Source: an optimization exercise on an open RTL-to-GDS flow (aim: small area). Production flows keep margins and buffers that such runs may drop. Where RTL was checked, it was by simulation tests only, not by an equivalence proof against the original. For runs 1 and 5, only the layout was checked, not whether the RTL still works. No activity file was given, so power comes from the tool's default toggle rates.

**config.mk**
```make
export PLATFORM = sky130hd
export DESIGN_NAME = bayer_unpack
export DESIGN_NICKNAME = bayer_unpack
export VERILOG_FILES = /design/flow/design.v
export SDC_FILE = /design/flow/constraint.sdc
export NUM_CORES = 4
export LEC_CHECK = 0
export CAP_MARGIN = 20
export CORE_MARGIN = 2
export CORE_UTILIZATION = 40
export SLEW_MARGIN = 20
```
**constraint.sdc**
```tcl
create_clock -name core_clock -period 8.0 [get_ports {clk}]
set_input_delay 1.6000 -clock core_clock [delete_from_list [all_inputs] [get_ports {clk}]]
set_output_delay 1.6000 -clock core_clock [all_outputs]
set_load 0.01 [all_outputs]
```
**design.v**
```verilog
module bayer_unpack (
    input  wire        clk,
    input  wire        rst,             
    input  wire        start,
    input  wire [11:0] cfg_width,
    input  wire [11:0] cfg_height,
    input  wire [31:0] cfg_mode,
    input  wire [15:0] cfg_stride,
    input  wire [31:0] cfg_src_len,
    output wire [1:0]  state,
    output wire [3:0]  err,
    output wire [3:0]  errfield,
    output wire [12:0] row,
    output wire [31:0] fault_addr,
    output wire        src_req,
    output wire [31:0] src_addr,
    input  wire        src_gnt,
    input  wire        src_rvalid,
    input  wire [7:0]  src_rdata,
    output wire        dst_we,
    output wire [25:0] dst_addr,
    output wire [7:0]  dst_wdata,
    input  wire        dst_ready
);
    localparam [1:0] ST_IDLE = 2'd0, ST_RUN = 2'd1, ST_DONE = 2'd2, ST_FAIL = 2'd3;
    localparam [1:0] PH_STEP = 2'd0, PH_WAIT = 2'd1, PH_WRITE = 2'd2, PH_REW = 2'd3;
    reg [1:0]  st_q;
    reg [1:0]  ph_q;         
    reg [12:0] row_q;
    reg [31:0] f_q;          
    reg [28:0] sn_q;         
    reg [15:0] stride_q;
    reg [11:0] w_q, h_q;
    reg        p12_q, cmp_q, bin_q;
    reg [3:0]  selw_q;       
    reg [12:0] col_q;        
    reg [3:0]  b_q;          
    reg [25:0] a_q;          
    reg [7:0]  out_q;
    reg        tr_q;         
    reg        tv_q;         
    reg        pend_q;       
    genvar gi;
    wire       start_ok = start && (st_q != ST_RUN);
    wire [7:0] in_prec  = cfg_mode[7:0];
    wire [3:0] in_sel   = cfg_mode[19:16];
    wire       in_bin   = cfg_mode[20];
    wire       prec_ok  = (in_prec == 8'd10) || (in_prec == 8'd12);
    wire [8:0] geom     = cfg_width[2:0] * cfg_height[2:0] * in_prec[2:0];
    wire       geom_ok  = (geom[2:0] == 3'd0);
    wire [3:0] in_prio  = in_sel[1] ? 4'b0010 : in_sel[0] ? 4'b0001 :
                          in_sel[3] ? 4'b1000 : 4'b0100;
    wire       in_ok    = (in_sel != 4'd0) && prec_ok && geom_ok;
    wire       go_run   = start_ok && in_ok && (cfg_height != 12'd0) && (cfg_width != 12'd0);
    wire       go_wz    = start_ok && in_ok && (cfg_height != 12'd0) && (cfg_width == 12'd0);
    wire running = (st_q == ST_RUN);
    wire p_step  = running && (ph_q == PH_STEP) && tv_q;
    wire p_wait  = running && (ph_q == PH_WAIT);
    wire p_write = running && (ph_q == PH_WRITE);
    wire p_rew   = running && (ph_q == PH_REW);
    wire [1:0] pidx  = {~row_q[0], col_q[0]};            
    wire       rsamp = selw_q[pidx];
    wire       wsamp = !bin_q || rsamp;
    wire       b_last = cmp_q ? (p12_q ? (b_q == 4'd11) : (b_q == 4'd9)) : (b_q == 4'd15);
    wire       win    = p12_q ? (b_q >= 4'd4 && b_q < 4'd12) : (b_q >= 4'd2 && b_q < 4'd10);
    wire       need   = win && rsamp;
    wire       col_end = (col_q == 13'd1);
    wire       str_nz  = (stride_q != 16'd0);
    wire       step_adv = p_step && !tr_q && !need;
    wire       rv_adv   = p_wait && src_rvalid;
    wire       fwd_adv  = step_adv || rv_adv;
    wire       badv     = fwd_adv || p_rew;
    wire       to_write = fwd_adv && b_last && wsamp;
    wire       wr_done  = p_write && dst_ready;
    wire       cadv     = (badv && b_last && !to_write) || wr_done;
    wire       row_end  = cadv && col_end && !p_rew;
    wire       rew_end  = p_rew && b_last && col_end;
    wire       last_row;                  
    wire       done_ev  = row_end && last_row;
    wire       bitv     = p_wait && src_rdata[f_q[2:0]];
    wire [13:0] col_b;                        
    wire [12:0] col_dec;
    wire [13:0] row_c;                        
    wire [12:0] row_nx;
    assign col_b[0] = cadv;
    assign row_c[0] = row_end;
    generate
        for (gi = 0; gi < 13; gi = gi + 1) begin : g_cr
            assign col_dec[gi] = col_q[gi] ^ col_b[gi];
            assign col_b[gi+1] = col_b[gi] & ~col_q[gi];
            assign row_nx[gi]  = row_q[gi] ^ row_c[gi];
            assign row_c[gi+1] = row_c[gi] & row_q[gi];
        end
    endgenerate
    assign last_row = (row_nx == {h_q, 1'b0});
    wire       jump  = p_rew && tv_q;
    wire       no_inc = b_last && col_end && str_nz;
    wire       inc   = (step_adv && !no_inc) || pend_q;
    wire       dec   = p_rew && !tv_q;
    wire [31:0] f_op = {{13{dec}}, {16{dec}} | ({16{jump}} & stride_q), {2{dec}}, dec | inc};
    wire [32:0] f_c;
    wire [31:0] f_nx;
    assign f_c[0] = 1'b0;
    generate
        for (gi = 0; gi < 32; gi = gi + 1) begin : g_f
            assign f_nx[gi]  = f_q[gi] ^ f_op[gi] ^ f_c[gi];
            assign f_c[gi+1] = (f_q[gi] & f_op[gi]) | (f_c[gi] & (f_q[gi] ^ f_op[gi]));
        end
    endgenerate
    wire byte_mv = (inc && (f_q[2:0] == 3'd7)) || p_rew;
    wire [29:0] ge_c;
    assign ge_c[0] = 1'b1;
    generate
        for (gi = 0; gi < 29; gi = gi + 1) begin : g_ge
            assign ge_c[gi+1] = (f_q[gi+3] & sn_q[gi]) | (f_q[gi+3] & ge_c[gi]) | (sn_q[gi] & ge_c[gi]);
        end
    endgenerate
    wire [26:0] a_c;
    wire [25:0] a_nx;
    assign a_c[0] = wr_done;
    generate
        for (gi = 0; gi < 26; gi = gi + 1) begin : g_a
            assign a_nx[gi]  = a_q[gi] ^ a_c[gi];
            assign a_c[gi+1] = a_q[gi] & a_c[gi];
        end
    endgenerate
    assign state      = st_q;
    assign err        = (st_q == ST_FAIL) ? ((ph_q == 2'd0) ? 4'd3 : (ph_q == 2'd3) ? 4'd2 : {2'd0, ph_q}) : 4'd0;
    assign errfield   = (st_q == ST_FAIL) ? {2'd0, ph_q} : 4'd0;
    assign row        = row_q;
    assign fault_addr = {3'd0, f_q[31:3]};
    assign src_req    = p_step && need && !tr_q;
    assign src_addr   = {3'd0, f_q[31:3]};
    assign dst_we     = p_write;
    assign dst_addr   = a_q;
    assign dst_wdata  = out_q;
    wire f_clr = rst || start_ok || done_ev;      
    always @(posedge clk) begin
        f_q   <= f_clr ? {22'd0, go_run, 9'd0} : f_nx;
        a_q   <= start_ok ? 26'd0 : a_nx;
        col_q <= start_ok ? 13'd0 : (col_q == 13'd0) ? {w_q, 1'b0} : col_dec;
        b_q   <= (start_ok || (badv && b_last)) ? 4'd0 : b_q + {3'd0, badv};
        row_q <= (rst || start_ok) ? (go_wz ? {cfg_height, 1'b0} : 13'd0) : row_nx;
        tr_q  <= ge_c[29];
        tv_q  <= !(start_ok || byte_mv || rv_adv);
        pend_q <= rv_adv && !no_inc;
        if (fwd_adv && win)
            out_q <= {bitv, out_q[7:1]};
    end
    always @(posedge clk) begin
        if (start_ok) begin
            w_q      <= cfg_width;
            h_q      <= cfg_height;
            p12_q    <= (in_prec == 8'd12);
            cmp_q    <= cfg_mode[8];
            bin_q    <= in_bin;
            selw_q   <= in_bin ? in_prio : in_sel;
            stride_q <= cfg_stride;
            sn_q     <= (cfg_src_len[31:29] != 3'd0) ? 29'd0 : ~cfg_src_len[28:0];
        end
    end
    always @(posedge clk) begin
        if (rst) begin
            st_q <= ST_IDLE;
        end else if (start_ok) begin
            if (in_sel == 4'd0) begin
                st_q <= ST_FAIL;
                ph_q <= 2'd1;
            end else if (!prec_ok) begin
                st_q <= ST_FAIL;
                ph_q <= 2'd2;
            end else if (!geom_ok) begin
                st_q <= ST_FAIL;
                ph_q <= 2'd3;
            end else begin
                ph_q <= PH_STEP;
                st_q <= go_run ? ST_RUN : ST_DONE;
            end
        end else if (running) begin
            if (p_step && tr_q)
                st_q <= ST_FAIL;                  
            if (done_ev)
                st_q <= ST_DONE;
            if (p_step && need && !tr_q && src_gnt)
                ph_q <= PH_WAIT;
            else if (badv || wr_done) begin
                if (to_write)
                    ph_q <= PH_WRITE;
                else if (row_end && str_nz)
                    ph_q <= PH_REW;
                else if (p_rew && !rew_end)
                    ph_q <= PH_REW;
                else
                    ph_q <= PH_STEP;
            end
        end
    end
endmodule
```
**flow/run.sh**
```bash
#!/bin/bash
# Standard ORFS layout, with the smallest buffer cell on the ports.
set -euo pipefail
bash standard.sh "BUFFER_PORTS_ARGS=-buffer_cell sky130_fd_sc_hd__buf_1" finish > orfs_make.log 2>&1
```
**standard.sh**
```bash
#!/bin/bash
# synth_recipe.tcl (not shown) runs the flow's synth.tcl, then flattens the netlist and writes it again
# the make line also repeats each setting of config.mk as NAME=value (left out here)
make -C /OpenROAD-flow-scripts/flow DESIGN_CONFIG=/design/flow/config.mk WORK_HOME=/design/flow/orfs CLKGATE_MAP_FILE= SYNTH_SCRIPT=/design/flow/synth_recipe.tcl "${@:-finish}"
```
==> impl_metrics.yaml, run 1 <==
floorplan:
  core_area_mm2: 0.0218
  num_rows: 54
  pin_count: 241
  die_y_um: 153
  die_w_um: 153
  start_util: 0.407
  die_area_mm2: 0.0234
global_routing:
  grt_max_degree: 48
  grt_pass1_wl_um: 31800
  grt_usage: 0.173
  grt_pass1_vias: 5988
  antenna_found_initial: 1
  grt_overflow: 0
worst_setup_path:
  required_ps: 8320
  endpoint_kind: "flop"
  crit_top_cell: "fa_2"
  critPathKind: "flop to flop"
  cpMaxStageDelayCell: "fa_2"
  startpoint_type: "flop"
  arrival_ps: 10900
  crit_fanout: 2
  slowest_delay_ps: 420
clock_network:
  cts_buffer_depth: 2
  clock_sinks: 179
  ctsRootBufferMaster: "clkbuf_16"
  cts_tree: "built"
  htreeDepth: 4
  clk_latency_ps: 430
  postCtsHoldBufs: 0
  cts_buffers: 17
  path_clk_slew_ps: 70
status:
  violations: "setup timing"
  status: "complete, but fails checks"
logic_synthesis:
  synthAdderAreaFrac: 0.149
  avgSynthCellArea_um2: 11.5
  synth_top_flop_cell: "dfxtp_1"
  synth-compound-area-share: 0.0958
  syn-instance-count: 769
  synth_top_area_frac: 0.292
  post-synth-top-count-cell: "dfxtp_1"
  yosys-top-cells-count: "dfxtp_1, edfxtp_1, nor2_1"
  async_reset_ff_frac: 0
  synth_xor_area_frac: 0.0257
  synth_top_family_by_area: "adder cells"
  ys_warn_count: 1
  synthSimpleGateAreaFrac: 0.125
  synth_seq_area_share: 0.502
  ys_types: 68
  synthMuxAreaShare: 0.0123
  synth_seq_cells: 179
  synth-edff-count: 86
  syn-cell-area_mm2: 0.00886
  synth.area.top_cells: "edfxtp_1, dfxtp_1, ha_1, fa_1, buf_4"
  yosys.area.top_type: "edfxtp_1"
power_and_ir_drop:
  clockPowerShare: 0.424
  netSwitchingFraction: 0.240
  peakVddDrop_mv: 0.128
  p_int_mw: 1.67
  combinationalPowerShare: 0.103
  leakage_nw: 4.15
  p_seq_frac: 0.473
  pwr_density_cell_mw_per_mm2: 208
  switchingPower_mw: 0.527
drt:
  vias: 6198
  wl_per_cell_um: 15.9
  drc: 0
  detail-route-antenna-nets: 0
  dr.pass1.iters: 5
  drt_iter0_drc: 251
  wirelength_um: 20100
  vias_per_cell: 4.93
finish:
  final_util: 0.485
  area_growth_pct: 19.1
  layout.nets: 1170
  final_layout_size_suffix_gt1_frac: 0.141
  fin_area_mm2: 0.0106
  num_antenna_cells: 0
sta:
  setup_viol: 14
  hold_violations: 0
  fin_crit_sh: 1.32
  fin_setup_tns_ps: -20850
  fmax_mhz: 94.6
  timing.hold.ws_ps: 452
  fin_crit_ps: 10580
  relSlewSlack: 0.336
  tightest_slew_ps: 996
  slew_violations: 0
  rsz0062_at_grt: "yes"
  fin_ws_ps: -2580
  finalClockSkew_ps: 12.4
placed_design:
  place_congestion: 0.784
  dpl_worst_slack_ps: -2680
  placement.io_buffers: 212
  place_hpwl_um: 15100
  placed_area_mm2: 0.00981
min_path:
  hold_path.class: "flop to flop"
job:
  drv_cap: 0
[final timing paths]
| kind | start | to | slack (ps) | cells after the start |
|---|---|---|---|---|
| setup / recovery | b_q[2] | f_q[30] | -2580 | 43 |
| hold / removal | out_q[7] | out_q[6] | 450 | 0 |
| setup reg to reg | b_q[2] | f_q[30] | -2580 | 43 |
| hold reg to reg | out_q[7] | out_q[6] | 450 | 0 |
[cell families after synthesis]
| logic type | Yosys count |
|---|---|
| AND/OR/NAND/NOR | 216 |
| flip-flops | 179 |
| buffers and inverters | 135 |
| AO/OA/AOI/OAI | 117 |
| adder cells (fa/ha/maj) | 88 |
| XOR/XNOR | 26 |
| multiplexers | 7 |
| other | 1 |
[cell usage in the layout, fill, tap and decap left out, types with 16 or more instances in the layout]
cell,n
fa_2,28
o21ai_0,28
a21oi_1,16
dfxtp_1,90
inv_1,40
xor2_1,17
and2_1,34
nand2_1,23
nor2_1,78
edfxtp_1,86
buf_1,212
buf_4,44
and3_1,20
clkbuf_16,17
ha_1,56
[flip-flops by register name, summed over array words and instances (netlist names), 8 cells and up]
| register | cells |
|---|---|
| col_q | 13 |
| h_q | 12 |
| row_q | 13 |
| sn_q | 29 |
| out_q | 8 |
| a_q | 26 |
| stride_q | 16 |
| f_q | 32 |
| w_q | 12 |
[metal layers]
layer,wire length [um],global-route usage,vias up
met5,11,0,-
met4,371,0.0626,2
met3,896,0.0323,23
met2,9570,0.281,158
met1,9210,0.232,2973
li1,-,-,3042
[power groups by stage]
stage	sequential [mW]	clock [mW]	combinational, mW
final	1.04	0.929	0.225
after global routing	1.04	0.984	0.256
after CTS	1.04	0.947	0.224
after detailed placement	1.06	0	0.220
after global placement	1.05	0	0.219
after floorplan	1.05	0	0.144
[final cells by class]
class	count	area [um2]
clock buffers	18	429
clock inverters	14	223
fillers	2033	11200
inverters	46	174
multi-input cells	464	3790
flip-flops and latches	179	4450
well taps	280	350
repair buffers	257	1140
[worst max-delay path: cells and delay by family (launching register included)]
family / cells / cell delay, ps
and+or+nand+nor: 3 / 240
AOI/OAI and AO/OA: 3 / 560
DFF: 1 / 330
buffers and inverters: 5 / 250
adders and majority gates: 32 / 9050
[per-stage QoR]
step / cells / power [mW]
6_report: 1258 / 2.19
5_1_grt: 1258 / 2.28
3_3_place_gp: 1223 / 1.27
2_1_floorplan: 778 / 1.20
4_1_cts: 1257 / 2.21
3_5_place_dp: 1223 / 1.28
[what timing repair did]
action                                  in CTS  in global routing
pin swaps                                    4                  0
setup buffers                                2                  0
resized for setup                           16                  5
endpoints found under the setup margin      14                 14
==> run 2: changes to the inputs <==
--- a/design.v
+++ b/design.v
@@ -42,2 +42,3 @@
     reg        pend_q;       
+    reg        fc_q;         
     genvar gi;
@@ -95,6 +96,6 @@
     assign last_row = (row_nx == {h_q, 1'b0});
-    wire       jump  = p_rew && tv_q;
+    wire       jump  = p_rew && (col_q == 13'd0);
     wire       no_inc = b_last && col_end && str_nz;
     wire       inc   = (step_adv && !no_inc) || pend_q;
-    wire       dec   = p_rew && !tv_q;
+    wire       dec   = p_rew && (col_q != 13'd0);
     wire [31:0] f_op = {{13{dec}}, {16{dec}} | ({16{jump}} & stride_q), {2{dec}}, dec | inc};
@@ -102,9 +103,10 @@
     wire [31:0] f_nx;
+    generate
+        for (gi = 0; gi < 32; gi = gi + 1) begin : g_f
+            wire ci = (gi == 0) ? 1'b0 : (gi == 16) ? fc_q : f_c[gi];
+            assign f_nx[gi]  = f_q[gi] ^ f_op[gi] ^ ci;
+            assign f_c[gi+1] = (f_q[gi] & f_op[gi]) | (ci & (f_q[gi] ^ f_op[gi]));
+        end
+    endgenerate
     assign f_c[0] = 1'b0;
-    generate
-        for (gi = 0; gi < 32; gi = gi + 1) begin : g_f
-            assign f_nx[gi]  = f_q[gi] ^ f_op[gi] ^ f_c[gi];
-            assign f_c[gi+1] = (f_q[gi] & f_op[gi]) | (f_c[gi] & (f_q[gi] ^ f_op[gi]));
-        end
-    endgenerate
     wire byte_mv = (inc && (f_q[2:0] == 3'd7)) || p_rew;
@@ -144,3 +146,4 @@
         tr_q  <= ge_c[29];
-        tv_q  <= !(start_ok || byte_mv || rv_adv);
+        fc_q  <= !f_clr && f_c[16];
+        tv_q  <= !(start_ok || byte_mv || rv_adv || fc_q);
         pend_q <= rv_adv && !no_inc;
==> run 2 against run 1 <==
The run now finishes clean. Utilization decreased by 2.3 points. Synthesized cell count increased by 3.6%. Die area grew 0.52%. Worst hold slack better by 2.0 ps. Sequential share of layout area grew 2.1 points. Largest power group unchanged. Clock skew hardly changed. Non-clock buffer count down 36. Sequential cell count up 1. Register-to-register slack improved by 2900 ps. Critical endpoint is now f_q[15]. Final area shrank 4.4%. Area after synthesis grew 0.54%. Largest cell class unchanged.
==> impl_metrics.yaml, run 2 <==
worst_setup_path:
  arrival_ps: 7960
  cp.depth: 25
  crit_fanout: 3
  worstSetupStartpoint: "ph_q[0]"
  path_delay_family: "adder cells"
  endpoint_kind: "flop"
  crit_top_cell: "fa_1"
  rr_worst_depth: 25
  crit_path_end: "f_q[15]"
  rrSetupSlack_ps: 330
  rr_startpoint: "ph_q[0]"
  cpMaxStageDelayCell: "fa_1"
  critPathKind: "flop to flop"
  required_ps: 8290
  r2r-end: "f_q[15]"
  startpoint_type: "flop"
  critPathBufInv: 3
  slowest_delay_ps: 490
drt:
  vias_per_cell: 4.78
  drt_iter0_drc: 281
  dr.pass1.iters: 8
  wirelength_um: 18500
  detail-route-antenna-nets: 0
  drc: 0
  wl_met1_um: 8340
  maxUsedRoutingLayer: "met4"
  vias: 5976
  dr_wl_met3_um: 886
  wl_per_cell_um: 14.8
  wl_met2_um: 9010
global_routing:
  grt_pass1_wl_um: 29800
  grt_pass1_vias: 5733
  antenna_found_initial: 0
  grt_max_degree: 80
  grt_usage: 0.161
  grt_overflow: 0
logic_synthesis:
  async_reset_ff_frac: 0
  yosys-top-cells-count: "dfxtp_1, edfxtp_1, nor2_1"
  synth_top_area_frac: 0.290
  synth.area.top_cells: "edfxtp_1, dfxtp_1, ha_1, fa_1, buf_4"
  post-synth-top-count-cell: "dfxtp_1"
  avgSynthCellArea_um2: 11.2
  synth_seq_area_share: 0.501
  ys_warn_count: 1
  syn-cell-area_mm2: 0.00891
  synth-edff-count: 86
  synth_top_flop_cell: "dfxtp_1"
  yosys.area.top_type: "edfxtp_1"
  syn-instance-count: 797
  ys_types: 65
  synth_seq_cells: 180
sta:
  fin_crit_ps: 7670
  setup_viol: 0
  tightest_slew_ps: 1040
  rsz0062_at_grt: "no"
  finalClockSkew_ps: 12.1
  slew_violations: 0
  fin_setup_tns_ps: 0
  relSlewSlack: 0.307
  fin_crit_sh: 0.958
  hold_violations: 0
  fmax_mhz: 130
placed_design:
  placement.io_buffers: 212
  placed_area_mm2: 0.00954
  place_congestion: 0.809
  place_hpwl_um: 14300
min_path:
  hold_path.class: "flop to flop"
finish:
  fin_area_mm2: 0.0101
  num_antenna_cells: 0
  seqCellArea_mm2: 0.00447
  fillers: 2095
  top_register: "f_q"
  final_layout_size_suffix_gt1_frac: 0.0505
  multiInputGateArea_mm2: 0.00366
  final_common_cell: "buf_1"
  reg_top3: "f_q: 32 flops, sn_q: 29 flops, a_q: 26 flops"
  mostFrequentLayoutCells: "buf_1, dfxtp_1, edfxtp_1, nor2_1, ha_1"
  largest_reg_flops: 32
  layout.nets: 1163
  area_growth_pct: 13.3
clock_network:
  postCtsHoldBufs: 0
  ctsRootBufferMaster: "clkbuf_16"
  cts_buffers: 17
  cts_buffer_depth: 2
  cts_tree: "built"
  clk_latency_ps: 420
  path_clk_slew_ps: 70
  post-cts-setup-buffers: 0
  ctsResizeCount: 0
  htreeDepth: 4
  clock_sinks: 180
floorplan:
  die_w_um: 153
  core_area_mm2: 0.0218
  die_area_mm2: 0.0235
  num_rows: 54
  start_util: 0.408
  die_y_um: 153
  pin_count: 241
power_and_ir_drop:
  leakage_nw: 3.91
  peakVddDrop_mv: 0.128
  pwr_density_cell_mw_per_mm2: 205
job:
  drv_cap: 0
status:
  status: "no timing/DRC/antenna violations"
-- run 2: layout make-up --
| class | instances | share of cell area |
|---|---|---|
| clock inverter | 12 | 0.0104 |
| clock buffer | 19 | 0.0429 |
| multi-input combinational | 483 | 0.363 |
| inverter | 55 | 0.0206 |
| timing repair buffer | 221 | 0.0856 |
| tap | 280 | 0.0347 |
| sequential | 180 | 0.443 |
-- run 2: cells by family after synthesis --
family | synth area share
other | 0.000421
DFF | 0.501
and+or+nand+nor | 0.141
xor gates and xnor gates | 0.0236
buffers and inverters | 0.0920
AOI/OAI and AO/OA | 0.0820
adders and majority gates | 0.149
muxes | 0.0111
-- run 2: through the flow --
stage | total power [mW] | utilization | std cells | setup slack [ps] | hold WS, ps
2_1_floorplan | 1.25 | - | 806 | 433 | 434
6_report | 2.07 | 0.462 | 1250 | 332 | 454
3_5_place_dp | 1.31 | 0.437 | 1219 | 226 | 439
3_3_place_gp | 1.31 | 0.437 | 1219 | 259 | 439
4_1_cts | 2.10 | 0.462 | 1250 | 198 | 463
5_1_grt | 2.17 | 0.462 | 1250 | 45.5 | 475
-- run 2: how the worst min path moves through the flow --
stage	startpoint	to	slack, ps	depth (start not counted)
after floorplan	fc_q	tv_q	430	1
after global placement	out_q[1]	out_q[0]	440	0
after detailed placement	out_q[2]	out_q[1]	440	0
after CTS	out_q[6]	out_q[5]	460	0
after global routing	out_q[2]	out_q[1]	480	0
final	out_q[5]	out_q[4]	450	0
-- run 2: report_power, final --
group          switching (mW)  internal (mW)  total (mW)
clock                   0.351          0.428       0.778
combinational           0.141         0.0874       0.228
sequential             0.0379           1.02        1.06
total                   0.530           1.54        2.07
-- run 2: metal layers --
layer / up-vias / GRT usage
li1: 3040 / -
met2: 144 / 0.270
met1: 2778 / 0.207
met3: 14 / 0.0340
met4: 0 / 0.0560
met5: - / 0
==> run 3: changes to the inputs <==
==> run.sh (new file) <==
#!/bin/bash
# synth_recipe.tcl (not shown) runs the flow's synth.tcl, then flattens the netlist and writes it again
# the make line also repeats each setting of config.mk as NAME=value (left out here)
make -C /OpenROAD-flow-scripts/flow DESIGN_CONFIG=/design/flow/config.mk WORK_HOME=/design/flow/orfs CLKGATE_MAP_FILE= SYNTH_SCRIPT=/design/flow/synth_recipe.tcl finish
removed: flow/run.sh
removed: standard.sh
==> run 3 against run 2 <==
Still clean on timing, DRC and antenna. Clock power is 7.1% higher. Total power is 4.8% higher. Count of clock-buffer cells in the layout shrank 1. Worst hold slack gained 5.0 ps. Register-to-register slack worse by 90 ps. Maximum frequency decreased by 1.2%. Final area up 14%. Critical endpoint unchanged.
==> impl_metrics.yaml, run 3 <==
worst_setup_path:
  critPathBufInv: 3
  endpoint_kind: "flop"
  crit_top_cell: "fa_1"
  startpoint_type: "flop"
  cpMaxStageDelayCell: "fa_1"
  slowest_delay_ps: 490
  crit_fanout: 3
  critPathKind: "flop to flop"
  path_delay_family: "adder cells"
  arrival_ps: 8040
  required_ps: 8290
global_routing:
  gr-max-usage-layer: "met2"
  grt_overflow: 0
  grt_usage: 0.170
  use_met2: 0.280
  grtUsageMet3: 0.0434
  grt_max_degree: 60
  grt_pass1_wl_um: 31300
  antenna_found_initial: 1
  grt_pass1_vias: 5840
  met1_usage: 0.223
placed_design:
  place_congestion: 0.827
  placement.io_buffers: 212
  dp_cells: 1219
  place_hpwl_um: 14900
logic_synthesis:
  ys_warn_count: 1
  post-synth-top-count-cell: "dfxtp_1"
  synth_top_flop_cell: "dfxtp_1"
  synth_seq_area_share: 0.501
  synth.area.top_cells: "edfxtp_1, dfxtp_1, ha_1, fa_1, buf_4"
  synth_seq_cells: 180
  yosys-top-cells-count: "dfxtp_1, edfxtp_1, nor2_1"
  ys_types: 65
  avgSynthCellArea_um2: 11.2
  synth_top_area_frac: 0.290
  yosys.area.top_type: "edfxtp_1"
  async_reset_ff_frac: 0
  syn-cell-area_mm2: 0.00891
  syn-instance-count: 797
  synth-edff-count: 86
clock_network:
  postCtsHoldBufs: 0
  htreeDepth: 4
  cts_buffers: 17
  clock_sinks: 180
  cts_tree: "built"
  path_clk_slew_ps: 70
  ctsRootBufferMaster: "clkbuf_16"
  clk_latency_ps: 430
  cts_buffer_depth: 2
floorplan:
  core_area_mm2: 0.0218
  die_y_um: 153
  die_area_mm2: 0.0235
  pin_count: 241
  start_util: 0.408
  die_w_um: 153
  num_rows: 54
sta:
  fin_crit_ps: 7760
  slew_violations: 0
  relSlewSlack: 0.408
  fin_setup_tns_ps: 0
  fin_crit_sh: 0.970
  finalClockSkew_ps: 11.8
  setup_viol: 0
  hold_violations: 0
  rsz0062_at_grt: "no"
  tightest_slew_ps: 883
  fmax_mhz: 129
  timing.hold.ws_ps: 459
drt:
  detail-route-antenna-nets: 0
  vias: 6028
  drt_iter0_drc: 307
  drc: 0
  dr.pass1.iters: 4
  wl_per_cell_um: 15.7
  vias_per_cell: 4.82
  wirelength_um: 19600
finish:
  final_layout_size_suffix_gt1_frac: 0.0536
  final_common_cell: "clkdlybuf4s50_1"
  num_antenna_cells: 0
  top_register: "f_q"
  mostFrequentLayoutCells: "clkdlybuf4s50_1, dfxtp_1, edfxtp_1, nor2_1, ha_1"
  reg_top3: "f_q: 32 flops, sn_q: 29 flops, a_q: 26 flops"
  area_growth_pct: 28.6
  layout.cells.non_filler: 1251
  largest_reg_flops: 32
  layout.nets: 1163
power_and_ir_drop:
  p_seq_frac: 0.489
  peakVddDrop_mv: 0.122
  pwr_density_cell_mw_per_mm2: 189
  switchingPower_mw: 0.549
  clockPowerShare: 0.385
  netSwitchingFraction: 0.254
  power_mw: 2.17
  combinationalPowerShare: 0.126
  leakage_nw: 4.45
  p_int_mw: 1.62
min_path:
  hold_path.class: "flop to flop"
status:
  status: "no timing/DRC/antenna violations"
job:
  drv_cap: 0
run 3: power by group through the flow:
stage / Combinational [mW] / Sequential (mW) / Clock (mW)
2_1_floorplan: 0.176 / 1.07 / 0
3_3_place_gp: 0.273 / 1.08 / 0
3_5_place_dp: 0.277 / 1.08 / 0
4_1_cts: 0.278 / 1.06 / 0.858
5_1_grt: 0.310 / 1.07 / 0.898
6_report: 0.273 / 1.06 / 0.833
run 3: cell families after synthesis:
| group | after synthesis | share of synthesized area |
|---|---|---|
| AO/OA/AOI/OAI | 114 | 0.0820 |
| AND/OR/NAND/NOR | 241 | 0.141 |
| multiplexers | 6 | 0.0111 |
| adder cells (fa/ha/maj) | 88 | 0.149 |
| flip-flops | 180 | 0.501 |
| buffers and inverters | 143 | 0.0920 |
| other | 1 | 0.000421 |
| XOR/XNOR | 24 | 0.0236 |
run 3: worst reg2reg max path, cell delays in order (launching register included):
cell and delay [ps]:
edfxtp_1 390, or3b_1 440, or3_1 370, a21oi_2 150
a21oi_1 110, nand2_1 80, ha_1 130, inv_1 50
fa_1 350, inv_1 70, fa_1 160, inv_1 50
fa_1 370, fa_1 390, fa_1 390, fa_1 400
fa_1 390, fa_1 390, fa_1 400, fa_1 410
fa_1 400, fa_1 390, fa_1 380, fa_1 420
fa_1 490, nor2_1 40
run 3: what timing repair did:
item | 4_1_cts | 5_1_grt
endpoints found under the setup margin | 0 | 1
buffers inserted | 0 | 0
resized for setup | 0 | 1
run 3: cell type report:
cell class | count | area (um2)
Sequential cell | 180 | 4460
Multi-Input combinational cell | 483 | 3660
Fill cell | 1944 | 10400
Inverter | 55 | 208
Tap cell | 280 | 350
Timing Repair Buffer | 221 | 2190
Clock inverter | 14 | 150
Clock buffer | 18 | 429
run 3: worst paths after layout:
path / start / endpoint / slack, ps / depth (start not counted)
worst max-delay path: ph_q[0] / f_q[15] / 240 / 25
worst min-delay path: out_q[3] / out_q[2] / 460 / 0
worst max register to register: ph_q[0] / f_q[15] / 240 / 25
worst min register to register: out_q[3] / out_q[2] / 460 / 0
run 3: metal layers:
| layer | share of wire | wire (um) |
|---|---|---|
| met4 | 0.017 | 331 |
| met3 | 0.044 | 868 |
| met1 | 0.45 | 8840 |
| met2 | 0.49 | 9570 |
| met5 | 0 | 0 |
run 3: per-stage QoR:
| step | utilization | setup WS (ps) | instance area (um2) |
|---|---|---|---|
| finish | 0.525 | 242 | 11500 |
| global route | 0.525 | 25.3 | 11500 |
| CTS | 0.525 | 183 | 11400 |
| detailed placement | 0.498 | 252 | 10900 |
| global placement | 0.498 | 307 | 10900 |
| floorplan | - | 433 | 8940 |
==> run 4: changes to the inputs <==
==> flow/run.sh (new file) <==
#!/bin/bash
# Standard ORFS layout with the smallest buffer on each port and a clock
# tree of clkbuf_8 buffers without dummy loads.
set -euo pipefail
bash standard.sh "BUFFER_PORTS_ARGS=-buffer_cell sky130_fd_sc_hd__buf_1" \
  "CTS_ARGS=-sink_clustering_enable -repair_clock_nets -dont_use_dummy_load -buf_list sky130_fd_sc_hd__clkbuf_8 -root_buf sky130_fd_sc_hd__clkbuf_8 " \
  finish > orfs_make.log 2>&1
==> standard.sh (new file) <==
#!/bin/bash
# synth_recipe.tcl (not shown) runs the flow's synth.tcl, then flattens the netlist and writes it again
# the make line also repeats each setting of config.mk as NAME=value (left out here)
make -C /OpenROAD-flow-scripts/flow DESIGN_CONFIG=/design/flow/config.mk WORK_HOME=/design/flow/orfs CLKGATE_MAP_FILE= SYNTH_SCRIPT=/design/flow/synth_recipe.tcl "${@:-finish}"
removed: run.sh
==> run 4 against run 3 <==
Still clean on timing, DRC and antenna. Area after synthesis is the same. Synthesized cell count is the same. Wire length shrank 6.0%. Worst hold slack lost 4.3 ps. Sequential cell count is the same. Cell count shrank 1.2%. Sequential share of layout area grew 6.7 points. Clock skew grew 20 ps. Via count shrank 1.3%. First-iteration DRC count grew 4.2%. Register-to-register slack gained 90 ps. Critical endpoint unchanged. Highest routed layer unchanged.
==> impl_metrics.yaml, run 4 <==
global_routing:
  antenna_found_initial: 0
  grt_overflow: 0
  grt_max_degree: 80
  grt_pass1_wl_um: 29600
  grt_usage: 0.160
  grt_pass1_vias: 5705
drt:
  wirelength_um: 18400
  drc: 0
  vias: 5950
  drt_iter0_drc: 320
  detail-route-antenna-nets: 0
  vias_per_cell: 4.81
  dr.pass1.iters: 4
  wl_per_cell_um: 14.9
logic_synthesis:
  yosys-top-cells-count: "dfxtp_1, edfxtp_1, nor2_1"
  post-synth-top-count-cell: "dfxtp_1"
  synth-edff-count: 86
  synth_seq_cells: 180
  synth-compound-area-share: 0.0820
  synthAdderAreaFrac: 0.149
  synth.area.top_cells: "edfxtp_1, dfxtp_1, ha_1, fa_1, buf_4"
  ys_types: 65
  yosys.area.top_type: "edfxtp_1"
  synthMuxAreaShare: 0.0111
  syn-cell-area_mm2: 0.00891
  synthSimpleGateAreaFrac: 0.141
  async_reset_ff_frac: 0
  synth_xor_area_frac: 0.0236
  synth_top_area_frac: 0.290
  synth_top_family_by_area: "adder cells"
  ys_warn_count: 1
  syn-instance-count: 797
  synth_top_flop_cell: "dfxtp_1"
  synth_seq_area_share: 0.501
  avgSynthCellArea_um2: 11.2
sta:
  setup_viol: 0
  fin_crit_sh: 0.958
  finalClockSkew_ps: 31.7
  rsz0062_at_grt: "no"
  fin_setup_tns_ps: 0
  fin_crit_ps: 7670
  fmax_mhz: 130
  fin_ws_ps: 332
  relSlewSlack: 0.302
  hold_violations: 0
  tightest_slew_ps: 1050
  slew_violations: 0
finish:
  reg_top3: "f_q: 32 flops, sn_q: 29 flops, a_q: 26 flops"
  fillers: 2124
  final_layout_size_suffix_gt1_frac: 0.0408
  area_growth_pct: 9.88
  layout.nets: 1163
  largest_reg_flops: 32
  mostFrequentLayoutCells: "buf_1, dfxtp_1, edfxtp_1, nor2_1, ha_1"
  top_register: "f_q"
  num_antenna_cells: 0
  final_common_cell: "buf_1"
clock_network:
  path_clk_slew_ps: 90
  cts_buffer_depth: 2
  clock_sinks: 180
  cts_tree: "built"
  ctsRootBufferMaster: "clkbuf_8"
  post-cts-setup-buffers: 0
  cts_buffers: 17
  clk_latency_ps: 440
  htreeDepth: 4
worst_setup_path:
  startpoint_type: "flop"
  cpMaxStageDelayCell: "fa_1"
  crit_top_cell: "fa_1"
  required_ps: 8310
  rr_worst_depth: 25
  slowest_delay_ps: 490
  critPathKind: "flop to flop"
  critPathBufInv: 3
  endpoint_kind: "flop"
  arrival_ps: 7980
  crit_fanout: 3
  path_delay_family: "adder cells"
  cp.depth: 25
job:
  drv_cap: 0
placed_design:
  place_congestion: 0.809
  placement.io_buffers: 212
  place_hpwl_um: 14300
  dpl_worst_slack_ps: 226
status:
  status: "no timing/DRC/antenna violations"
floorplan:
  die_w_um: 153
  num_rows: 54
  core_area_mm2: 0.0218
  die_area_mm2: 0.0235
  die_y_um: 153
  pin_count: 241
  start_util: 0.408
power_and_ir_drop:
  peakVddDrop_mv: 0.0775
  leakage_nw: 3.77
  pwr_density_cell_mw_per_mm2: 179
min_path:
  hold_path.class: "flop to flop"
  worstHoldPathCells: 0
==> run 4: kinds of logic (layout without fill, tap and decap cells) <==
logic type	count (synthesis)	count (layout)
adder cells (fa/ha/maj)	88	88
buffers and inverters	143	293
AND/OR/NAND/NOR	241	241
other	1	10
flip-flops	180	180
XOR/XNOR	24	24
AO/OA/AOI/OAI	114	114
multiplexers	6	6
==> run 4: path summary, 6_finish.rpt <==
check	start	to	slack [ps]
setup / recovery	ph_q[0]	f_q[15]	330
hold / removal	out_q[5]	out_q[4]	450
setup reg to reg	ph_q[0]	f_q[15]	330
hold reg to reg	out_q[5]	out_q[4]	450
==> run 4: per-layer routing <==
metal  vias up  global-route usage  routed length [um]
met5         -                   0                   0
met4         0              0.0445                 276
met3        14              0.0383                 892
met2       140               0.271                8910
met1      2768               0.206                8350
li1       3028                   -                   -
==> run 4: layout make-up <==
type	count	area (um2)	area share
clock buffers	17	234	0.0239
repair buffers	221	863	0.0882
flip-flops and latches	180	4470	0.456
well taps	280	350	0.0358
multi-input cells	483	3660	0.375
inverters	55	208	0.0212
==> run 4: repair_timing <==
| action | CTS | global route |
|---|---|---|
| setup endpoints to repair | 0 | 1 |
| hold buffers | 0 | 0 |
| gates resized for setup | 0 | 3 |
==> run 4: through the flow <==
step | instance area, um2 | instances | power (mW) | hold slack [ps] | util
after floorplan | 8940 | 806 | 1.25 | 434 | -
after global placement | 9540 | 1219 | 1.31 | 439 | 0.437
after detailed placement | 9540 | 1219 | 1.31 | 439 | 0.437
after CTS | 9780 | 1236 | 1.78 | 464 | 0.448
after global routing | 9790 | 1236 | 1.85 | 477 | 0.448
final | 9790 | 1236 | 1.75 | 455 | 0.448
==> run 4: worst reg2reg max path, delay by kind of cell (launching register included) <==
kind | cells | cell delay [ps]
fa+ha+maj | 16 | 5800
simple gates | 4 | 930
flops | 1 | 390
compound gates | 2 | 270
buf+inv | 3 | 160
==> run 4: report_power, final <==
part / leakage (nW) / internal (mW) / switching (mW)
combinational: 2.06 / 0.0873 / 0.141
sequential: 1.59 / 1.02 / 0.0379
clock: 0.122 / 0.189 / 0.276
total: 3.77 / 1.30 / 0.455
==> run 5: changes to the inputs <==
--- a/design.v
+++ b/design.v
@@ -30,3 +30,4 @@
     reg [31:0] f_q;          
-    reg [28:0] sn_q;         
+    reg [28:0] sl_q;         
+    reg        sbig_q;       
     reg [15:0] stride_q;
@@ -116,3 +117,3 @@
         for (gi = 0; gi < 29; gi = gi + 1) begin : g_ge
-            assign ge_c[gi+1] = (f_q[gi+3] & sn_q[gi]) | (f_q[gi+3] & ge_c[gi]) | (sn_q[gi] & ge_c[gi]);
+            assign ge_c[gi+1] = (f_q[gi+3] & ~sl_q[gi]) | (f_q[gi+3] & ge_c[gi]) | (~sl_q[gi] & ge_c[gi]);
         end
@@ -145,3 +146,3 @@
         row_q <= (rst || start_ok) ? (go_wz ? {cfg_height, 1'b0} : 13'd0) : row_nx;
-        tr_q  <= ge_c[29];
+        tr_q  <= ge_c[29] && !sbig_q;
         fc_q  <= !f_clr && f_c[16];
@@ -161,3 +162,4 @@
             stride_q <= cfg_stride;
-            sn_q     <= (cfg_src_len[31:29] != 3'd0) ? 29'd0 : ~cfg_src_len[28:0];
+            sl_q     <= cfg_src_len[28:0];
+            sbig_q   <= (cfg_src_len[31:29] != 3'd0);
         end
==> flow/run.sh (replaced) <==
#!/bin/bash
# The standard ORFS layout with three changes:
#  - synthesis maps logic with an area-oriented ABC script (flow/abc_area.script)
#    in place of ORFS's delay-oriented abc_speed.script; everything else in
#    synthesis (registers, their names and cells) is unchanged;
#  - each port gets the smallest buffer cell;
#  - the clock tree uses clkbuf_8 buffers and no dummy loads.
set -euo pipefail
rm -rf scripts_abc
cp -r "$FLOW_HOME/scripts" scripts_abc
cp flow/abc_area.script scripts_abc/abc_speed.script
bash standard.sh "SCRIPTS_DIR=$PWD/scripts_abc" \
  "BUFFER_PORTS_ARGS=-buffer_cell sky130_fd_sc_hd__buf_1" \
  "CTS_ARGS=-sink_clustering_enable -repair_clock_nets -dont_use_dummy_load -buf_list sky130_fd_sc_hd__clkbuf_8 -root_buf sky130_fd_sc_hd__clkbuf_8" \
  finish > orfs_make.log 2>&1
==> flow/abc_area.script (new file) <==
&get -n
&st
&dch
&nf -R 1000
&put
topo
stime -c
==> run 5 against run 4 <==
The layout now fails its checks (setup timing). Maximum frequency down 14%. Die area fell by 4.8%. Combinational power is 8% higher. Sequential cell count increased by 1. Count of clock-buffer cells in the layout unchanged. Setup slack got worse by 1300 ps. Non-clock buffer count is 10 higher. Sequential share of layout area grew 1.4 points. Worst hold slack worse by 27 ps. Largest cell class unchanged.
==> impl_metrics.yaml, run 5 <==
worst_setup_path:
  cpMaxStageDelayCell: "edfxtp_1"
  endpoint_kind: "flop"
  critPathKind: "flop to flop"
  arrival_ps: 9290
  rrSetupSlack_ps: -930
  slowest_delay_ps: 360
  startpoint_type: "flop"
  rr_worst_depth: 30
  rr_startpoint: "sl_q[0]"
  worstSetupStartpoint: "sl_q[0]"
  path_delay_family: "adder cells"
  crit_fanout: 1
  critPathBufInv: 0
  crit_top_cell: "maj3_2"
  required_ps: 8370
  r2r-end: "tr_q"
sta:
  relSlewSlack: 0.277
  fin_crit_sh: 1.12
  setup_viol: 1
  fin_crit_ps: 8930
  slew_violations: 0
  fin_ws_ps: -925
  finalClockSkew_ps: 27.6
  fmax_mhz: 112
  tightest_slew_ps: 1080
  rsz0062_at_grt: "yes"
  hold_violations: 0
  timing.hold.ws_ps: 428
clock_network:
  clk_latency_ps: 450
  path_clk_slew_ps: 90
  postCtsHoldBufs: 0
  cts_tree: "built"
  cts_buffers: 17
  htreeDepth: 4
  ctsRootBufferMaster: "clkbuf_8"
  post-cts-setup-buffers: 0
  clock_sinks: 181
  cts_buffer_depth: 2
finish:
  layout.nets: 1093
  top_register: "f_q"
  final_layout_size_suffix_gt1_frac: 0.0858
  area_growth_pct: 13.0
  fillers: 1975
  mostFrequentLayoutCells: "buf_1, dfxtp_1, edfxtp_1, ha_1, clkinv_1"
  layout.cells.non_filler: 1162
  final_common_cell: "buf_1"
  largest_reg_flops: 32
  reg_top3: "f_q: 32 flops, sl_q: 29 flops, a_q: 26 flops"
  final_util: 0.458
  fin_area_mm2: 0.00956
logic_synthesis:
  post-synth-top-count-cell: "dfxtp_1"
  ys_types: 39
  syn-instance-count: 697
  synth_top_flop_cell: "dfxtp_1"
  synth_seq_cells: 181
  ys_warn_count: 1
  synth_top_area_frac: 0.309
  avgSynthCellArea_um2: 12.1
  yosys.area.top_type: "edfxtp_1"
  synth-edff-count: 87
  syn-cell-area_mm2: 0.00846
  synth_seq_area_share: 0.531
  synth.area.top_cells: "edfxtp_1, dfxtp_1, ha_1, fa_1, buf_4"
  yosys-top-cells-count: "dfxtp_1, edfxtp_1, buf_4"
  async_reset_ff_frac: 0
placed_design:
  placement.io_buffers: 212
  placed_area_mm2: 0.00931
  dp_cells: 1144
  place_congestion: 0.808
  place_hpwl_um: 13100
global_routing:
  grt_overflow: 0
  antenna_found_initial: 3
  grtUsageMet3: 0.0363
  gr-max-usage-layer: "met2"
  grt_max_degree: 82
  grt_pass1_vias: 5208
  use_met2: 0.256
  met1_usage: 0.211
  grt_pass1_wl_um: 27000
  grt_usage: 0.159
drt:
  vias_per_cell: 4.72
  wl_per_cell_um: 14.8
  drc: 0
  drt_iter0_drc: 222
  wirelength_um: 17200
  detail-route-antenna-nets: 0
  vias: 5488
  dr.pass1.iters: 4
power_and_ir_drop:
  power_mw: 1.79
  leakage_nw: 3.57
  pwr_density_cell_mw_per_mm2: 187
  peakVddDrop_mv: 0.119
status:
  violations: "setup timing"
  status: "complete, but fails checks"
min_path:
  min_to: "tr_q"
  worstHoldPathCells: 1
  hold_path.class: "flop to flop"
  hold_start: "sbig_q"
floorplan:
  core_area_mm2: 0.0209
  num_rows: 53
  die_area_mm2: 0.0223
  die_y_um: 149
  pin_count: 241
  die_w_um: 149
  start_util: 0.405
job:
  drv_cap: 0
[run 5: cell types whose count changed in the layout (fill, tap and decap cells not counted), moves of 14 or more]
| cell | previous run | this run |
|---|---|---|
| and2_1 | 48 | 0 |
| a21oi_1 | 15 | 35 |
| inv_1 | 54 | 0 |
| maj3_2 | 0 | 28 |
| a211oi_1 | 15 | 1 |
| nor2_1 | 76 | 45 |
| o21ai_0 | 40 | 18 |
| nand2_1 | 34 | 19 |
| clkinv_1 | 0 | 52 |
| and2_0 | 0 | 35 |
[run 5: final cells by class]
| cell class | count | area, um2 | share of cell area |
|---|---|---|---|
| Multi-Input combinational cell | 402 | 3340 | 0.349 |
| Clock buffer | 17 | 234 | 0.0245 |
| Timing Repair Buffer | 231 | 938 | 0.0981 |
| Antenna cell | 1 | 2.50 | 0.000262 |
| Inverter | 55 | 210 | 0.0220 |
| Tap cell | 275 | 344 | 0.0360 |
| Sequential cell | 181 | 4500 | 0.470 |
[run 5: where the power goes]
part           internal, mW  total (mW)  leakage, nW  switching, mW
Sequential             1.04        1.07         1.60         0.0329
Clock                 0.189       0.469        0.122          0.280
Combinational        0.0906       0.246         1.85          0.156
[run 5: worst register-to-register path: cells and delay by family, from the launching register on]
| family | cells | cell delay, ps |
|---|---|---|
| flops | 1 | 360 |
| simple gates | 2 | 220 |
| fa+ha+maj | 28 | 8240 |
[run 5: cell families after synthesis]
group                      synth area share
muxes                               0.00798
buffers and inverters                0.0847
adders and majority gates             0.188
other                              0.000443
xor gates and xnor gates             0.0269
DFF                                   0.531
and+or+nand+nor                       0.104
AOI/OAI and AO/OA                    0.0566
[run 5: layer usage]
layer | up-vias | wire [um]
li1 | 2726 | -
met1 | 2556 | 7690
met2 | 183 | 8160
met3 | 19 | 1120
met4 | 4 | 231
met5 | - | 27
[run 5: what timing repair did]
item	4_1_cts	5_1_grt
gates resized for setup	0	5
endpoints found under the setup margin	1	3
pin swaps	0	2
[run 5: through the flow]
stage	setup WS, ps	setup TNS (ps)
after detailed placement	-926	-926
after CTS	-1000	-1000
after global placement	-893	-893
after global routing	-1210	-1210
final	-925	-925
after floorplan	-603	-603
[run 5: worst max-delay path by stage]
stage / slack, ps / end / cells after the start
after floorplan: -600 / tr_q / 30
after global placement: -890 / tr_q / 30
after detailed placement: -930 / tr_q / 30
after CTS: -1000 / tr_q / 30
after global routing: -1210 / tr_q / 30
final: -930 / tr_q / 30
==> run 6: changes to the inputs <==
--- a/design.v
+++ b/design.v
@@ -40,6 +40,9 @@
     reg [7:0]  out_q;
+    reg        gl_q;         
     reg        tr_q;         
+    reg        tv1_q;        
     reg        tv_q;         
     reg        pend_q;       
-    reg        fc_q;         
+    reg        fc8_q;        
+    reg        fc16_q;       
     genvar gi;
@@ -58,3 +61,3 @@
     wire running = (st_q == ST_RUN);
-    wire p_step  = running && (ph_q == PH_STEP) && tv_q;
+    wire p_step  = running && (ph_q == PH_STEP) && tv_q && !pend_q;
     wire p_wait  = running && (ph_q == PH_WAIT);
@@ -106,3 +109,3 @@
         for (gi = 0; gi < 32; gi = gi + 1) begin : g_f
-            wire ci = (gi == 0) ? 1'b0 : (gi == 16) ? fc_q : f_c[gi];
+            wire ci = (gi == 0) ? 1'b0 : (gi == 8) ? fc8_q : (gi == 16) ? fc16_q : f_c[gi];
             assign f_nx[gi]  = f_q[gi] ^ f_op[gi] ^ ci;
@@ -117,3 +120,4 @@
         for (gi = 0; gi < 29; gi = gi + 1) begin : g_ge
-            assign ge_c[gi+1] = (f_q[gi+3] & ~sl_q[gi]) | (f_q[gi+3] & ge_c[gi]) | (~sl_q[gi] & ge_c[gi]);
+            wire ci = (gi == 15) ? gl_q : ge_c[gi];
+            assign ge_c[gi+1] = (f_q[gi+3] & ~sl_q[gi]) | (f_q[gi+3] & ci) | (~sl_q[gi] & ci);
         end
@@ -146,5 +150,8 @@
         row_q <= (rst || start_ok) ? (go_wz ? {cfg_height, 1'b0} : 13'd0) : row_nx;
+        gl_q  <= ge_c[15];
         tr_q  <= ge_c[29] && !sbig_q;
-        fc_q  <= !f_clr && f_c[16];
-        tv_q  <= !(start_ok || byte_mv || rv_adv || fc_q);
+        fc8_q  <= !f_clr && f_c[8];
+        fc16_q <= !f_clr && f_c[16];
+        tv1_q <= !(start_ok || byte_mv || fc8_q || fc16_q);
+        tv_q  <= tv1_q && !(start_ok || byte_mv || fc8_q || fc16_q);
         pend_q <= rv_adv && !no_inc;
==> run 6 against run 5 <==
The run now finishes clean. Sequential power barely moved. Total power is 1.5% lower. Area after synthesis grew 1.4%. First-iteration DRC count increased by 2.3%. Critical path type unchanged. Critical endpoint is now f_q[31].
==> impl_metrics.yaml, run 6 <==
min_path:
  hold_path.class: "flop to flop"
sta:
  fin_crit_ps: 7230
  fmax_mhz: 138
  finalClockSkew_ps: 41.1
  tightest_slew_ps: 1080
  hold_violations: 0
  fin_setup_tns_ps: 0
  relSlewSlack: 0.275
  fin_ws_ps: 771
  setup_viol: 0
  timing.hold.ws_ps: 428
  fin_crit_sh: 0.904
  rsz0062_at_grt: "no"
  slew_violations: 0
logic_synthesis:
  avgSynthCellArea_um2: 12.1
  synth_top_area_frac: 0.304
  synth_seq_area_share: 0.531
  synth_top_flop_cell: "dfxtp_1"
  syn-instance-count: 710
  synth-edff-count: 87
  yosys-top-cells-count: "dfxtp_1, edfxtp_1, buf_4"
  syn-cell-area_mm2: 0.00858
  synth.area.top_cells: "edfxtp_1, dfxtp_1, ha_1, fa_1, buf_4"
  post-synth-top-count-cell: "dfxtp_1"
  ys_types: 40
  ys_warn_count: 1
  yosys.area.top_type: "edfxtp_1"
  async_reset_ff_frac: 0
  synth_seq_cells: 184
drt:
  wirelength_um: 17700
  drt_iter0_drc: 227
  detail-route-antenna-nets: 0
  wl_per_cell_um: 15.2
  dr.pass1.iters: 6
  vias: 5534
  vias_per_cell: 4.75
  drc: 0
status:
  status: "no timing/DRC/antenna violations"
finish:
  largest_reg_flops: 32
  final_util: 0.454
  final_common_cell: "buf_1"
  mostFrequentLayoutCells: "buf_1, dfxtp_1, edfxtp_1, ha_1, clkinv_1"
  seqCellArea_mm2: 0.00455
  reg_top3: "f_q: 32 flops, sl_q: 29 flops, a_q: 26 flops"
  layout.nets: 1094
  area_growth_pct: 11.2
  final_layout_size_suffix_gt1_frac: 0.0338
  multiInputGateArea_mm2: 0.00336
  top_register: "f_q"
  fillers: 2019
job:
  drv_cap: 0
clock_network:
  ctsRootBufferMaster: "clkbuf_8"
  clock_sinks: 184
  clk_latency_ps: 470
  path_clk_slew_ps: 90
  htreeDepth: 4
  postCtsHoldBufs: 0
  ctsResizeCount: 0
  cts_tree: "built"
  post-cts-setup-buffers: 0
  cts_buffer_depth: 2
  cts_buffers: 17
placed_design:
  place_hpwl_um: 13700
  placement.io_buffers: 212
  place_congestion: 0.794
  dpl_worst_slack_ps: 723
global_routing:
  gr-max-usage-layer: "met2"
  grt_max_degree: 55
  use_met2: 0.266
  grt_pass1_vias: 5385
  antenna_found_initial: 2
  grt_usage: 0.161
  grt_pass1_wl_um: 27500
  grtUsageMet3: 0.0452
  met1_usage: 0.201
  grt_overflow: 0
worst_setup_path:
  critPathKind: "flop to flop"
  startpoint_type: "flop"
  arrival_ps: 7540
  crit_top_cell: "fa_1"
  crit_fanout: 4
  endpoint_kind: "flop"
  cp_cell_sequence: "nor4_1, nand3_1, nor2_1, nor2_1, fa_1, clkinv_1, fa_1, fa_1, clkinv_1, fa_1, fa_1, fa_1, fa_1, fa_1, fa_1, fa_1, fa_1, fa_1, fa_1, fa_1, fa_1, xor2_1, xnor2_1, nor2_1"
  path_delay_family: "adder cells"
  cpMaxStageDelayCell: "fa_1"
  required_ps: 8310
  critPathBufInv: 2
  slowest_delay_ps: 390
floorplan:
  core_area_mm2: 0.0210
  start_util: 0.408
  die_y_um: 150
  num_rows: 53
  pin_count: 241
  die_w_um: 150
  die_area_mm2: 0.0226
power_and_ir_drop:
  peakVddDrop_mv: 0.0942
  pwr_density_cell_mw_per_mm2: 184
  leakage_nw: 3.53
-- run 6: cell count changes after synthesis, moves of 3 or more --
| cell | previous run | this run |
|---|---|---|
| xor2_1 | 9 | 16 |
| nor4_1 | 14 | 21 |
| and3_1 | 22 | 6 |
| dfxtp_1 | 94 | 97 |
| nand2_1 | 19 | 22 |
| xnor2_1 | 17 | 10 |
| a21oi_1 | 36 | 26 |
| nor2_1 | 46 | 42 |
| o21ai_0 | 18 | 35 |
| and2_0 | 35 | 50 |
-- run 6: final timing paths --
check	start	to	slack, ps	cells after the start
setup / recovery	col_q[6]	f_q[31]	770	24
setup reg to reg	col_q[6]	f_q[31]	770	24
hold reg to reg	sbig_q	tr_q	430	1
hold / removal	sbig_q	tr_q	430	1
-- run 6: report_power, final --
group	switching (mW)	internal, mW
clock network	0.287	0.188
logic	0.137	0.0728
registers	0.0317	1.04
-- run 6: kinds of logic (layout without fill, tap and decap cells) --
kind of cell | after synthesis | after routing | share of synthesized area
multiplexers | 4 | 4 | 0.00904
XOR/XNOR | 26 | 26 | 0.0265
adder cells (fa/ha/maj) | 113 | 113 | 0.183
buffers and inverters | 122 | 290 | 0.0831
AO/OA/AOI/OAI | 83 | 83 | 0.0569
flip-flops | 184 | 184 | 0.531
other | 1 | 12 | 0.000437
AND/OR/NAND/NOR | 177 | 177 | 0.110
-- run 6: per-stage QoR --
step / cells / power (mW) / cell area, um2
final: 1164 / 1.76 / 9550
after global placement: 1145 / 1.31 / 9300
after CTS: 1162 / 1.79 / 9540
after floorplan: 719 / 1.23 / 8620
after detailed placement: 1145 / 1.31 / 9310
after global routing: 1162 / 1.86 / 9540
-- run 6: worst reg2reg max path, stage by stage (launching register included) --
cell and delay (ps):
dfxtp_1 340, nor4_1 380, nand3_1 300, nor2_1 160, nor2_1 70, fa_1 360
clkinv_1 60, fa_1 180, fa_1 180, clkinv_1 80, fa_1 380, fa_1 380
fa_1 380, fa_1 380, fa_1 390, fa_1 390, fa_1 390, fa_1 390
fa_1 390, fa_1 390, fa_1 390, fa_1 380, xor2_1 160, xnor2_1 130
nor2_1 50
-- run 6: layer usage --
| metal | routed length, um | vias up | share of wire |
|---|---|---|---|
| met4 | 284 | 2 | 0.016 |
| li1 | - | 2750 | - |
| met5 | 13 | - | 0.00073 |
| met3 | 1000 | 20 | 0.057 |
| met1 | 7720 | 2620 | 0.43 |
| met2 | 8730 | 142 | 0.49 |
-- run 6: layout make-up --
| cell class | count | share of cell area |
|---|---|---|
| Antenna cell | 2 | 0.000524 |
| Clock buffer | 17 | 0.0245 |
| Inverter | 54 | 0.0214 |
| Multi-Input combinational cell | 413 | 0.352 |
| Sequential cell | 184 | 0.477 |
| Tap cell | 275 | 0.0360 |
| Timing Repair Buffer | 219 | 0.0889 |
==> run 7: changes to the inputs <==
--- a/design.v
+++ b/design.v
@@ -44,3 +44,2 @@
     reg        tv_q;         
-    reg        pend_q;       
     reg        fc8_q;        
@@ -61,3 +60,3 @@
     wire running = (st_q == ST_RUN);
-    wire p_step  = running && (ph_q == PH_STEP) && tv_q && !pend_q;
+    wire p_step  = running && (ph_q == PH_STEP) && tv_q;
     wire p_wait  = running && (ph_q == PH_WAIT);
@@ -102,3 +101,3 @@
     wire       no_inc = b_last && col_end && str_nz;
-    wire       inc   = (step_adv && !no_inc) || pend_q;
+    wire       inc   = fwd_adv && !no_inc;
     wire       dec   = p_rew && (col_q != 13'd0);
@@ -156,3 +155,2 @@
         tv_q  <= tv1_q && !(start_ok || byte_mv || fc8_q || fc16_q);
-        pend_q <= rv_adv && !no_inc;
         if (fwd_adv && win)
==> flow/abc_area.script (replaced) <==
&get -n
&st
&syn2
&dch
&nf -R 1000
&put
topo
stime -c
--- a/config.mk
+++ b/config.mk
@@ -7,5 +7,6 @@
 export LEC_CHECK = 0
-export CAP_MARGIN = 20
+export CAP_MARGIN = 0
 export CORE_MARGIN = 2
 export CORE_UTILIZATION = 40
-export SLEW_MARGIN = 20
+export GPL_TIMING_DRIVEN = 0
+export SLEW_MARGIN = 0
==> run 7 against run 6 <==
Setup slack worse by 260 ps. Combinational power up 21%. Clock skew down 2.1 ps. Via count up 3.4%. Sequential power about the same. Non-clock buffer count up 62. First-iteration DRC count up 22%. Count of clock-buffer cells in the layout unchanged. Critical path depth up 1. Sequential share of layout area down 2.2 points.
==> impl_metrics.yaml, run 7 <==
finish:
  area_growth_pct: 17.0
  mostFrequentLayoutCells: "buf_1, dfxtp_1, edfxtp_1, buf_4, nor2_1"
  final_layout_size_suffix_gt1_frac: 0.0983
  reg_top3: "f_q: 32 flops, sl_q: 29 flops, a_q: 26 flops"
  layout.cells.non_filler: 1221
  num_antenna_cells: 0
  largest_reg_flops: 32
  fin_area_mm2: 0.00996
  layout.nets: 1153
  final_common_cell: "buf_1"
  top_register: "f_q"
  fillers: 1969
  final_util: 0.476
worst_setup_path:
  startpoint_type: "flop"
  cpMaxStageDelayCell: "fa_1"
  critPathKind: "flop to flop"
  crit_fanout: 29
  path_delay_family: "adder cells"
  arrival_ps: 7780
  cp.depth: 25
  endpoint_kind: "flop"
  crit_top_cell: "fa_1"
  required_ps: 8290
  critPathBufInv: 3
  slowest_delay_ps: 410
  rr_worst_depth: 25
logic_synthesis:
  post-synth-top-count-cell: "dfxtp_1"
  async_reset_ff_frac: 0
  yosys-top-cells-count: "dfxtp_1, edfxtp_1, buf_4"
  syn-cell-area_mm2: 0.00851
  syn-instance-count: 707
  synth_top_area_frac: 0.307
  synth-edff-count: 87
  synth_seq_area_share: 0.533
  synth_seq_cells: 183
  synth_top_flop_cell: "dfxtp_1"
  synth.area.top_cells: "edfxtp_1, dfxtp_1, ha_1, fa_1, buf_4"
  avgSynthCellArea_um2: 12.0
  ys_types: 43
  yosys.area.top_type: "edfxtp_1"
  ys_warn_count: 1
global_routing:
  grt_overflow: 0
  grt_pass1_vias: 5494
  grt_max_degree: 96
  grt_pass1_wl_um: 28200
  antenna_found_initial: 1
  grt_usage: 0.164
clock_network:
  clock_sinks: 183
  htreeDepth: 4
  cts_tree: "built"
  cts_buffer_depth: 2
  clk_latency_ps: 460
  cts_buffers: 17
  ctsRootBufferMaster: "clkbuf_8"
  path_clk_slew_ps: 100
floorplan:
  core_area_mm2: 0.0210
  start_util: 0.406
  die_y_um: 150
  pin_count: 241
  die_area_mm2: 0.0225
  num_rows: 53
  die_w_um: 150
sta:
  slew_violations: 0
  rsz0062_at_grt: "no"
  fin_setup_tns_ps: 0
  fin_crit_ps: 7490
  tightest_slew_ps: 989
  fin_ws_ps: 510
  fin_crit_sh: 0.936
  fmax_mhz: 134
  finalClockSkew_ps: 39.0
  relSlewSlack: 0.339
  setup_viol: 0
  hold_violations: 0
  timing.hold.ws_ps: 426
drt:
  dr.pass1.iters: 5
  wirelength_um: 17900
  drc: 0
  wl_per_cell_um: 14.7
  drt_iter0_drc: 276
  vias: 5722
  vias_per_cell: 4.69
  detail-route-antenna-nets: 0
power_and_ir_drop:
  leakage_nw: 3.91
  pwr_density_cell_mw_per_mm2: 182
  power_mw: 1.81
  peakVddDrop_mv: 0.0923
status:
  status: "no timing/DRC/antenna violations"
placed_design:
  placement.io_buffers: 212
  place_congestion: 0.743
  dp_cells: 1204
  dpl_worst_slack_ps: -1100
  placed_area_mm2: 0.00971
  place_hpwl_um: 13300
min_path:
  hold_path.class: "flop to flop"
  worstHoldPathCells: 1
job:
  drv_cap: 0
-- run 7: cell types whose count changed in the layout (fill, tap and decap cells not counted), sizes merged, moves of 3 or more --
cell	delta
nor3	+3
a211oi	+13
nor2	+22
xor2	-5
nand3	-3
and2	-18
nor4	-7
maj3	-6
and3	+16
clkinv	-6
buf	+62
nand2	+8
xnor2	+4
o21ai	-29
-- run 7: final timing paths --
| kind | startpoint | end | slack [ps] |
|---|---|---|---|
| worst min-delay path | sbig_q | tr_q | 430 |
| worst max register to register | col_q[6] | f_q[31] | 510 |
| worst min register to register | sbig_q | tr_q | 430 |
| worst max-delay path | col_q[6] | f_q[31] | 510 |
-- run 7: where the power goes --
part,internal [mW],total [mW],switching (mW),leakage [nW]
Clock,0.188,0.475,0.287,0.122
Sequential,1.05,1.08,0.0349,1.61
Combinational,0.104,0.253,0.149,2.18
Total,1.34,1.81,0.471,3.91
-- run 7: final cells by class --
type                       instances  area (um2)  area share
buffer                            68         510      0.0512
clock buffer                      17         234      0.0235
inverter                          49         203      0.0203
multi-input combinational        416        3330       0.334
sequential                       183        4530       0.455
tap                              275         344      0.0345
timing repair buffer             213         811      0.0814
-- run 7: repair_timing --
item | 4_1_cts | 5_1_grt
buffers inserted | 0 | 0
endpoints found under the hold margin | 0 | 0
resized for setup | 3 | 2
hold buffers | 0 | 0
setup endpoints to repair | 4 | 2
-- run 7: cell families after synthesis --
family	Yosys count	share of synthesized area
AND/OR/NAND/NOR	198	0.117
flip-flops	183	0.533
buffers and inverters	117	0.0816
adder cells (fa/ha/maj)	107	0.178
AO/OA/AOI/OAI	72	0.0561
XOR/XNOR	25	0.0257
multiplexers	4	0.00911
other	1	0.000440
-- run 7: routing by layer --
| metal | up-vias | share of wire | GRT usage |
|---|---|---|---|
| met5 | - | 0.00073 | 0 |
| met4 | 2 | 0.020 | 0.0547 |
| met3 | 20 | 0.074 | 0.0546 |
| met2 | 167 | 0.44 | 0.250 |
| met1 | 2680 | 0.46 | 0.221 |
| li1 | 2853 | - | - |

static timing again, ports no longer ideal:
No port has a modelled driver above. Below, the same layouts with a new extraction and two added sets of constraints.
Step 1: set_driving_cell puts a clkbuf_16 on clk and a buf_2 on each other input, an assumption about the parent block.
Step 2 adds t to the input delays and takes it off the output delays; t is the mean of the earliest and latest rising clock arrival at the registers after step 1. Input paths then give back, and output paths get back, about the clock's delay inside the block.
Three values: no drivers, after step 1, after step 2; two values: the first two.
| run | t (ns) | setup slack, ns | worst setup path at the end | slew at the worst register clock pin (ns) | worst data-port slew with drivers (ns) |
|---|---|---|---|---|---|
| run 1 | 0.471 | -2.575 / -2.575 / -2.575 | register to register | 0.07 / 0.07 | 0.07 |
| run 2 | 0.464 | 0.332 / 0.332 / 0.332 | register to register | 0.07 / 0.07 | 0.09 |
| run 3 | 0.469 | 0.242 / 0.242 / 0.242 | register to register | 0.07 / 0.07 | 0.08 |
| run 4 | 0.472 | 0.332 / 0.332 / 0.332 | register to register | 0.09 / 0.09 | 0.09 |
| run 5 | 0.472 | -0.925 / -0.925 / -0.925 | register to register | 0.10 / 0.10 | 0.07 |
| run 6 | 0.487 | 0.771 / 0.771 / 0.771 | register to register | 0.10 / 0.10 | 0.07 |
| run 7 | 0.485 | 0.510 / 0.510 / 0.510 | register to register | 0.10 / 0.10 | 0.06 |
